Context: an optimization exercise on an open-source flow, tuned for small area. The choices shown serve that exercise and are no tape-out recipe. RTL that was checked went through simulation tests only; none was proved equivalent to the original. Power is estimated from default activity; no workload was simulated.

// ts100_fprog
module ts100_fprog (
    input  wire        clk,
    input  wire        rst_n,
    input  wire        h_valid,
    input  wire        h_write,
    input  wire [2:0]  h_size,
    input  wire [5:0]  h_addr,
    input  wire [31:0] h_wdata,
    output reg  [31:0] h_rdata,
    output wire        h_err,
    output wire [1:0]  a_op,
    output wire [31:0] a_addr,
    output wire [31:0] a_wdata,
    input  wire [31:0] a_rdata
);
Size: ~570 cells after synthesis, roughly 130 flip-flops, ~180 I/O pins, roughly 0.0060 mm^2 of cells after synthesis.
clock: 10.0 ns
lec_check: 0
cap_margin: 20
core_margin: 2
core_utilization: 40
slew_margin: 20
standard.sh (not shown) runs the stock make flow with config.mk's settings and CLKGATE_MAP_FILE= SYNTH_SCRIPT=/design/flow/synth_recipe.tcl, a recipe that flattens the netlist after the stock synthesis.
==> flow/flow/run.sh <==
#!/bin/bash
set -euo pipefail
cd "$(dirname "$0")/.."
export BUFFER_PORTS_ARGS="-buffer_cell sky130_fd_sc_hd__buf_1"
export CTS_ARGS="-sink_clustering_enable -repair_clock_nets -dont_use_dummy_load -sink_clustering_levels 1 -sink_clustering_size 32 -sink_clustering_max_diameter 150 -buf_list {sky130_fd_sc_hd__clkbuf_8}"
bash standard.sh finish > standard_flow.log 2>&1
The first run completed with no timing, DRC or antenna violations.
Change:
==> flow/flow/run.sh (replaced) <==
#!/bin/bash
set -euo pipefail
cd "$(dirname "$0")/.."
export BUFFER_PORTS_ARGS="-buffer_cell sky130_fd_sc_hd__buf_1"
export CTS_ARGS="-sink_clustering_enable -repair_clock_nets -dont_use_dummy_load -sink_clustering_size 20 -sink_clustering_max_diameter 80 -buf_list {sky130_fd_sc_hd__clkbuf_4}"
bash standard.sh finish > standard_flow.log 2>&1
Effect: Cell count stays the same. Area after synthesis does not change. Hold slack is better by 3.9 ps. Setup slack gets worse by 9.8 ps. Utilization fell by 0.73 points. Flip-flop and latch count stays the same.
Change:
==> flow/flow/run.sh (replaced) <==
#!/bin/bash
# The standard layout with three changes:
#  * after the standard synthesis, the combinational logic is re-mapped for
#    area with ABC (flip-flops and their names untouched, see remap.sh);
#  * the port buffers are the smallest buffer cell;
#  * the clock tree uses clkbuf_4 cells and no dummy loads.
set -euo pipefail
cd "$(dirname "$0")/.."
work=$PWD
export BUFFER_PORTS_ARGS="-buffer_cell sky130_fd_sc_hd__buf_1"
export CTS_ARGS="-sink_clustering_enable -repair_clock_nets -dont_use_dummy_load -sink_clustering_size 10 -buf_list {sky130_fd_sc_hd__clkbuf_2 sky130_fd_sc_hd__clkbuf_4}"
res=$work/orfs/results/$FLOW_PLATFORM/ts100_fprog/base
lib=$FLOW_HOME/platforms/$FLOW_PLATFORM/lib/sky130_fd_sc_hd__tt_025C_1v80.lib

# 1. standard synthesis, up to the Yosys netlist
bash standard.sh "$res/1_2_yosys.v" > standard_synth.log 2>&1

# 2. area re-map of the combinational logic
cp "$res/1_2_yosys.v" "$work/synth_standard.v"
bash flow/remap.sh "$work/synth_standard.v" "$work/synth_remap.v" "$lib" "$work/flow/remap.abc" > remap.log 2>&1
cp "$work/synth_remap.v" "$res/1_2_yosys.v"
touch "$res/1_2_yosys.v"

# 3. the rest of the standard layout
bash standard.sh finish > standard_flow.log 2>&1
==> flow/flow/remap.abc (new file) <==
&get -n
&st
&deepsyn -T 60
&dch -f
&nf -R 1000 -p
&put
topo
==> flow/flow/remap.sh (new file) <==
#!/bin/bash
# remap.sh IN.v OUT.v LIB ABC_SCRIPT
# Re-maps the combinational logic of a mapped netlist for area with ABC. Every
# flip-flop and tie cell instance is kept as it is (same name, same cell), so
# the registers stay those of the standard synthesis.
set -euo pipefail
in=$1; out=$2; lib=$3; script=$4
yosys_bin=$(command -v yosys || echo "$FLOW_HOME/../tools/install/yosys/bin/yosys")
keep=$(grep -oE "sky130_fd_sc_hd__(df|edf|sdf|dl|conb)[a-z0-9_]*" "$in" | sort -u | tr '\n' ' ')
cat > "$out.ys" <<EOT
read_liberty -ignore_miss_func $lib
read_verilog $in
hierarchy -top $FLOW_TOP
setattr -mod -set keep_hierarchy 1 $keep
flatten
rename -hide w:*.*
opt_clean -purge
abc -liberty $lib -dont_use sky130_fd_sc_hd__probe_p_8 -dont_use sky130_fd_sc_hd__probec_p_8 -dont_use sky130_fd_sc_hd__lpflow_* -script $script
splitnets
opt_clean -purge
hilomap -singleton -hicell sky130_fd_sc_hd__conb_1 HI -locell sky130_fd_sc_hd__conb_1 LO
insbuf -buf sky130_fd_sc_hd__buf_4 A X
blackbox $keep
write_verilog -noattr -noexpr $out
EOT
"$yosys_bin" -s "$out.ys"
Effect: Power is about the same; setup slack gains 110 ps; critical path depth does not change; wire length rose by 5.1%; hold slack degrades by 16 ps; die area is lower by 5.5%; sequential share of layout area rose by 1.4 points; synthesized cell count goes down by 8.0%; final cell count is lower by 1.9%.
Change:
==> flow/flow/run.sh (replaced) <==
#!/bin/bash
set -euo pipefail
cd "$(dirname "$0")/.."
export BUFFER_PORTS_ARGS="-buffer_cell sky130_fd_sc_hd__buf_1"
export CTS_ARGS="-repair_clock_nets -dont_use_dummy_load -buf_list {sky130_fd_sc_hd__clkbuf_4}"
bash standard.sh finish > standard_flow.log 2>&1
removed: flow/flow/remap.abc
removed: flow/flow/remap.sh
Cell area grows by about 3%.
Synthesized cell count grows by about 9%.
Sequential cell count is unchanged.
Power hardly moves.
Clock skew grows by 7.7 ps.

---

The RTL this note starts from:
==> flow/design.v <==
module ts100_fprog (
    input  wire        clk,
    input  wire        rst_n,
    input  wire        h_valid,
    input  wire        h_write,
    input  wire [2:0]  h_size,
    input  wire [5:0]  h_addr,
    input  wire [31:0] h_wdata,
    output reg  [31:0] h_rdata,
    output wire        h_err,
    output wire [1:0]  a_op,
    output wire [31:0] a_addr,
    output wire [31:0] a_wdata,
    input  wire [31:0] a_rdata
);
    reg [31:0] fl_addr;
    reg [31:0] fl_data;
    reg [31:0] op_data;
    reg [13:2] op_addr;
    reg [5:0]  wcnt;
    reg [1:0]  os;
    reg        aw;
    reg        ck;
    reg        eop;
    reg        wrperr;
    reg        pgerr;
    reg        verr;
    reg        cmderr;
    reg [3:0]  errcode;
    wire bsy = os[1] | os[0];
    wire locked = ~bsy & aw;
    wire keyseq = ~bsy & ck;
    assign h_err = h_valid & ((h_size != 3'd4) | (h_addr[1:0] != 2'b00));
    wire       wr = h_valid & h_write & ~h_err;
    wire [3:0] ra = h_addr[5:2];
    wire wr_key  = wr & (ra == 4'h8);
    wire wr_cmd  = wr & (ra == 4'h9);
    wire wr_addr = wr & (ra == 4'hA);
    wire wr_data = wr & (ra == 4'hB);
    wire wr_stat = wr & (ra == 4'hC);
    wire [31:0] stat_val = {14'd0, os, 3'd0, keyseq, errcode, 1'b0,
                            cmderr, verr, pgerr, wrperr, eop, locked, bsy};
    always @(*) begin
        case (ra)
            4'hA:    h_rdata = fl_addr;
            4'hB:    h_rdata = fl_data;
            4'hC:    h_rdata = stat_val;
            default: h_rdata = 32'd0;
        endcase
    end
    wire in_range  = (fl_addr[31:14] == 18'h02000);
    wire page_algn = (fl_addr[9:0] == 10'd0);
    wire word_algn = (fl_addr[1:0] == 2'd0);
    wire page_wrp  = (fl_addr[13:10] == 4'h0) | (fl_addr[13:10] == 4'hF);
    wire c_res   = |h_wdata[31:2];
    wire c_any   = ~c_res & (h_wdata[1] | h_wdata[0]);    
    wire c_op    = ~c_res & (h_wdata[1] ^ h_wdata[0]);    
    wire c_lk    = ~c_res & h_wdata[1] & h_wdata[0];      
    wire c_algn  = h_wdata[1] ? word_algn : page_algn;
    wire e_res   = wr_cmd & c_res;                                    
    wire e_busy  = wr_cmd & c_any & bsy;                              
    wire do_lock = wr_cmd & c_lk & ~bsy;
    wire c_run   = wr_cmd & c_op & ~bsy;
    wire e_lckd  = c_run & aw;                                        
    wire c_chk   = c_run & ~aw;
    wire e_range = c_chk & ~in_range;                                 
    wire e_align = c_chk & in_range & ~c_algn;                        
    wire e_wrp   = c_chk & in_range & c_algn & page_wrp;              
    wire accept  = c_chk & in_range & c_algn & ~page_wrp;
    wire k_act   = wr_key & locked;
    wire k_match = ((h_wdata & 32'h7777_7777) == 32'h4567_0123) &
                   ((h_wdata & 32'h8888_8888) == ({32{ck}} & 32'h8888_8888));
    wire e_key   = k_act & ~k_match;                                  
    wire tick = bsy & ~wr;
    assign a_op[1] = tick & ~aw & ~ck & (os[1] ^ os[0]);
    assign a_op[0] = tick & os[1] & (os[0] | ~aw);
    assign a_addr  = {18'h02000, op_addr, 2'b00};
    assign a_wdata = op_data;
    wire ones    = &a_rdata;
    wire match   = (a_rdata == op_data);
    wire st_ok   = ~a_rdata[1] & a_rdata[0];
    wire st_fail = a_rdata[1] & ~a_rdata[0];
    wire last_w  = &op_addr[9:2];
    wire tmo     = (wcnt == 6'b100000);       
    wire vfy     = tick & os[1] & os[0];
    wire e_ver   = vfy & (ck ? ~match : ~ones);                       
    wire v_done  = vfy & ~e_ver & (ck | last_w);
    wire v_next  = vfy & ~e_ver & ~ck & ~last_w;
    wire awt     = tick & aw;                 
    wire go_v    = awt & st_ok;
    wire e_fail  = awt & st_fail;                                     
    wire e_tmo   = awt & ~st_ok & ~st_fail & tmo;                     
    wire pchk    = tick & ~aw & ck & ~os[0];  
    wire e_ne    = pchk & ~ones;                                      
    wire issue   = tick & ~aw & ~ck & (os[1] ^ os[0]);
    wire finish  = e_ver | v_done | e_fail | e_tmo | e_ne;
    wire set_cmd = e_res | e_busy | e_lckd | e_key | e_range | e_align;
    wire set_pg  = e_ne | e_fail | e_tmo;
    wire raise   = set_cmd | e_wrp | set_pg | e_ver;
    wire [3:0] code;
    assign code[0] = e_res | e_lckd | e_range | e_wrp | (e_fail & ~os[1]) | e_tmo;
    assign code[1] = e_busy | e_lckd | e_align | e_wrp | (e_fail & os[1]) | e_tmo;
    assign code[2] = e_key | e_range | e_align | e_wrp | e_ver;
    assign code[3] = set_pg | e_ver;
    wire no_err  = ~wrperr & ~pgerr & ~verr & ~cmderr;
    wire w1c_clr = wr_stat & ~(wrperr & ~h_wdata[3]) & ~(pgerr & ~h_wdata[4]) &
                   ~(verr & ~h_wdata[5]) & ~(cmderr & ~h_wdata[6]);
    wire ea_ld = wr_addr & rst_n, ea_hd = ~wr_addr & rst_n;
    wire ed_ld = wr_data & rst_n, ed_hd = ~wr_data & rst_n;
    always @(posedge clk) begin
        fl_addr <= (h_wdata & {32{ea_ld}}) | (fl_addr & {32{ea_hd}});
        fl_data <= (h_wdata & {32{ed_ld}}) | (fl_data & {32{ed_hd}});
    end
    always @(posedge clk) begin
        if (accept) begin
            op_addr <= fl_addr[13:2];
            op_data <= fl_data;
        end else if (v_next) begin
            op_addr[9:2] <= op_addr[9:2] + 8'd1;
        end
        if (!aw)
            wcnt <= 6'd0;
        else if (tick)
            wcnt <= {wcnt[4:0], wcnt[5] ^ wcnt[4] ^ (wcnt[4:0] == 5'd0)};
    end
    always @(posedge clk) begin
        if (!rst_n) begin
            aw <= 1'b1;
            ck <= 1'b0;
        end else if (accept) begin
            aw <= 1'b0;
            ck <= h_wdata[1];
        end else if (finish | do_lock) begin
            aw <= do_lock;
            ck <= 1'b0;
        end else if (k_act) begin
            aw <= ~(ck & k_match);
            ck <= ~ck & k_match;
        end else begin
            if (issue) aw <= 1'b1;
            if (go_v) begin
                aw <= 1'b0;
                ck <= os[1];
            end
            if (pchk) ck <= 1'b0;
        end
    end
    always @(posedge clk) begin
        if (!rst_n) begin
            os      <= 2'd0;
            eop     <= 1'b0;
            wrperr  <= 1'b0;
            pgerr   <= 1'b0;
            verr    <= 1'b0;
            cmderr  <= 1'b0;
            errcode <= 4'd0;
        end else begin
            if (accept)      os <= h_wdata[1:0];
            else if (finish) os <= 2'd0;
            else if (go_v)   os <= 2'd3;
            eop    <= (eop    & ~(wr_stat & h_wdata[2])) | v_done;
            wrperr <= (wrperr & ~(wr_stat & h_wdata[3])) | e_wrp;
            pgerr  <= (pgerr  & ~(wr_stat & h_wdata[4])) | set_pg;
            verr   <= (verr   & ~(wr_stat & h_wdata[5])) | e_ver;
            cmderr <= (cmderr & ~(wr_stat & h_wdata[6])) | set_cmd;
            if (raise & no_err) errcode <= code;
            else if (w1c_clr)   errcode <= 4'd0;
        end
    end
endmodule
==> flow/config.mk <==
export PLATFORM = sky130hd
export DESIGN_NAME = ts100_fprog
export DESIGN_NICKNAME = ts100_fprog
export VERILOG_FILES = /design/flow/design.v
export SDC_FILE = /design/flow/constraint.sdc
export NUM_CORES = 4
export LEC_CHECK = 0
export CAP_MARGIN = 20
export CORE_MARGIN = 2
export CORE_UTILIZATION = 40
export SLEW_MARGIN = 20
==> flow/constraint.sdc <==
create_clock -name core_clock -period 10.0 [get_ports {clk}]
set_input_delay 2.0000 -clock core_clock [delete_from_list [all_inputs] [get_ports {clk}]]
set_output_delay 2.0000 -clock core_clock [all_outputs]
set_load 0.01 [all_outputs]
==> flow/flow/run.sh <==
#!/bin/bash
set -euo pipefail
cd "$(dirname "$0")/.."
export BUFFER_PORTS_ARGS="-buffer_cell sky130_fd_sc_hd__buf_1"
export CTS_ARGS="-sink_clustering_enable -repair_clock_nets -dont_use_dummy_load -sink_clustering_size 10 -buf_list {sky130_fd_sc_hd__clkbuf_2 sky130_fd_sc_hd__clkbuf_4}"
bash standard.sh finish > standard_flow.log 2>&1
The baseline passed the timing, design-rule and antenna checks.
Rerun with:
--- a/flow/flow/run.sh
+++ b/flow/flow/run.sh
@@ -1,0 +2,5 @@
+# The standard layout with three changes:
+#  * after the standard synthesis, the combinational logic is re-mapped for
+#    area with ABC (flip-flops and their names untouched, see remap.sh);
+#  * the port buffers are the smallest buffer cell;
+#  * the clock tree uses clkbuf_4 cells and no dummy loads.
@@ -3,0 +9 @@
+work=$PWD
@@ -5,0 +12,13 @@
+res=$work/orfs/results/$FLOW_PLATFORM/ts100_fprog/base
+lib=$FLOW_HOME/platforms/$FLOW_PLATFORM/lib/sky130_fd_sc_hd__tt_025C_1v80.lib
+
+# 1. standard synthesis, up to the Yosys netlist
+bash standard.sh "$res/1_2_yosys.v" > standard_synth.log 2>&1
+
+# 2. area re-map of the combinational logic
+cp "$res/1_2_yosys.v" "$work/synth_standard.v"
+bash flow/remap.sh "$work/synth_standard.v" "$work/synth_remap.v" "$lib" "$work/flow/remap.abc" > remap.log 2>&1
+cp "$work/synth_remap.v" "$res/1_2_yosys.v"
+touch "$res/1_2_yosys.v"
+
+# 3. the rest of the standard layout
==> flow/flow/remap.abc (new file) <==
&get -n
&st
&deepsyn -T 60
&dch -f
&nf -R 1000 -p
&put
topo
==> flow/flow/remap.sh (new file) <==
#!/bin/bash
# remap.sh IN.v OUT.v LIB ABC_SCRIPT
# Re-maps the combinational logic of a mapped netlist for area with ABC. Every
# flip-flop and tie cell instance is kept as it is (same name, same cell), so
# the registers stay those of the standard synthesis.
set -euo pipefail
in=$1; out=$2; lib=$3; script=$4
yosys_bin=$(command -v yosys || echo "$FLOW_HOME/../tools/install/yosys/bin/yosys")
keep=$(grep -oE "sky130_fd_sc_hd__(df|edf|sdf|dl|conb)[a-z0-9_]*" "$in" | sort -u | tr '\n' ' ')
cat > "$out.ys" <<EOT
read_liberty -ignore_miss_func $lib
read_verilog $in
hierarchy -top $FLOW_TOP
setattr -mod -set keep_hierarchy 1 $keep
flatten
rename -hide w:*.*
opt_clean -purge
abc -liberty $lib -dont_use sky130_fd_sc_hd__probe_p_8 -dont_use sky130_fd_sc_hd__probec_p_8 -dont_use sky130_fd_sc_hd__lpflow_* -script $script
splitnets
opt_clean -purge
hilomap -singleton -hicell sky130_fd_sc_hd__conb_1 HI -locell sky130_fd_sc_hd__conb_1 LO
insbuf -buf sky130_fd_sc_hd__buf_4 A X
blackbox $keep
write_verilog -noattr -noexpr $out
EOT
"$yosys_bin" -s "$out.ys"
- PLACE_DENSITY: unset -> 0.7
Effect: Setup slack improves by 0.19 ns. Final area falls by 5.7%. Fmax rose by 3.4%. Total power barely changes. Die area shrinks by 8.4%. Via count goes down by 2.5%. Core utilization climbs by 1.5 points. Register-to-register slack gets better by 0.03 ns.
No functional check of the RTL was part of any run of this note.

-- port drivers added, routing unchanged --
Ports are ideal in the flow. The routed layouts listed here were re-timed in OpenROAD. Step 1 assumes that a clkbuf_16 drives the clock port and a buf_2 every other input. Step 2 moves the port delays by t, midway between the first and last clock arrival at a register: inputs arrive t later, outputs are due t later. That takes back most of the time a late clock gives input paths. Three values: ideal ports, drivers, drivers and shift; two values: the first two.
| run | shift t [ns] | slack for setup (ns) | hold WS [ns] | worst setup path at the end | cell pins on the clock port's net |
|---|---|---|---|---|---|
| the first run of note 1 | 0.471 | 4.383 / 4.363 / 4.363 | 0.462 / 0.462 / 0.462 | input to output | 1 |
| the second run of note 1 | 0.574 | 4.374 / 4.354 / 4.354 | 0.466 / 0.466 / 0.466 | input to output | 1 |
| the third run of note 1 | 0.532 | 4.488 / 4.460 / 4.460 | 0.450 / 0.450 / 0.450 | input to output | 1 |
| the fourth run of note 1 | 0.574 | 4.374 / 4.354 / 4.354 | 0.466 / 0.466 / 0.466 | input to output | 1 |
| the first run of note 2 | 0.568 | 4.349 / 4.319 / 4.319 | 0.473 / 0.473 / 0.473 | input to output | 1 |
| the second run of note 2 | 0.551 | 4.536 / 4.517 / 4.517 | 0.470 / 0.470 / 0.470 | input to output | 1 |
After both steps every run listed still meets setup and hold. The setup slack of the first run of note 2, which loses most, moves by -0.030 ns with the drivers and by -0.030 ns with both steps.
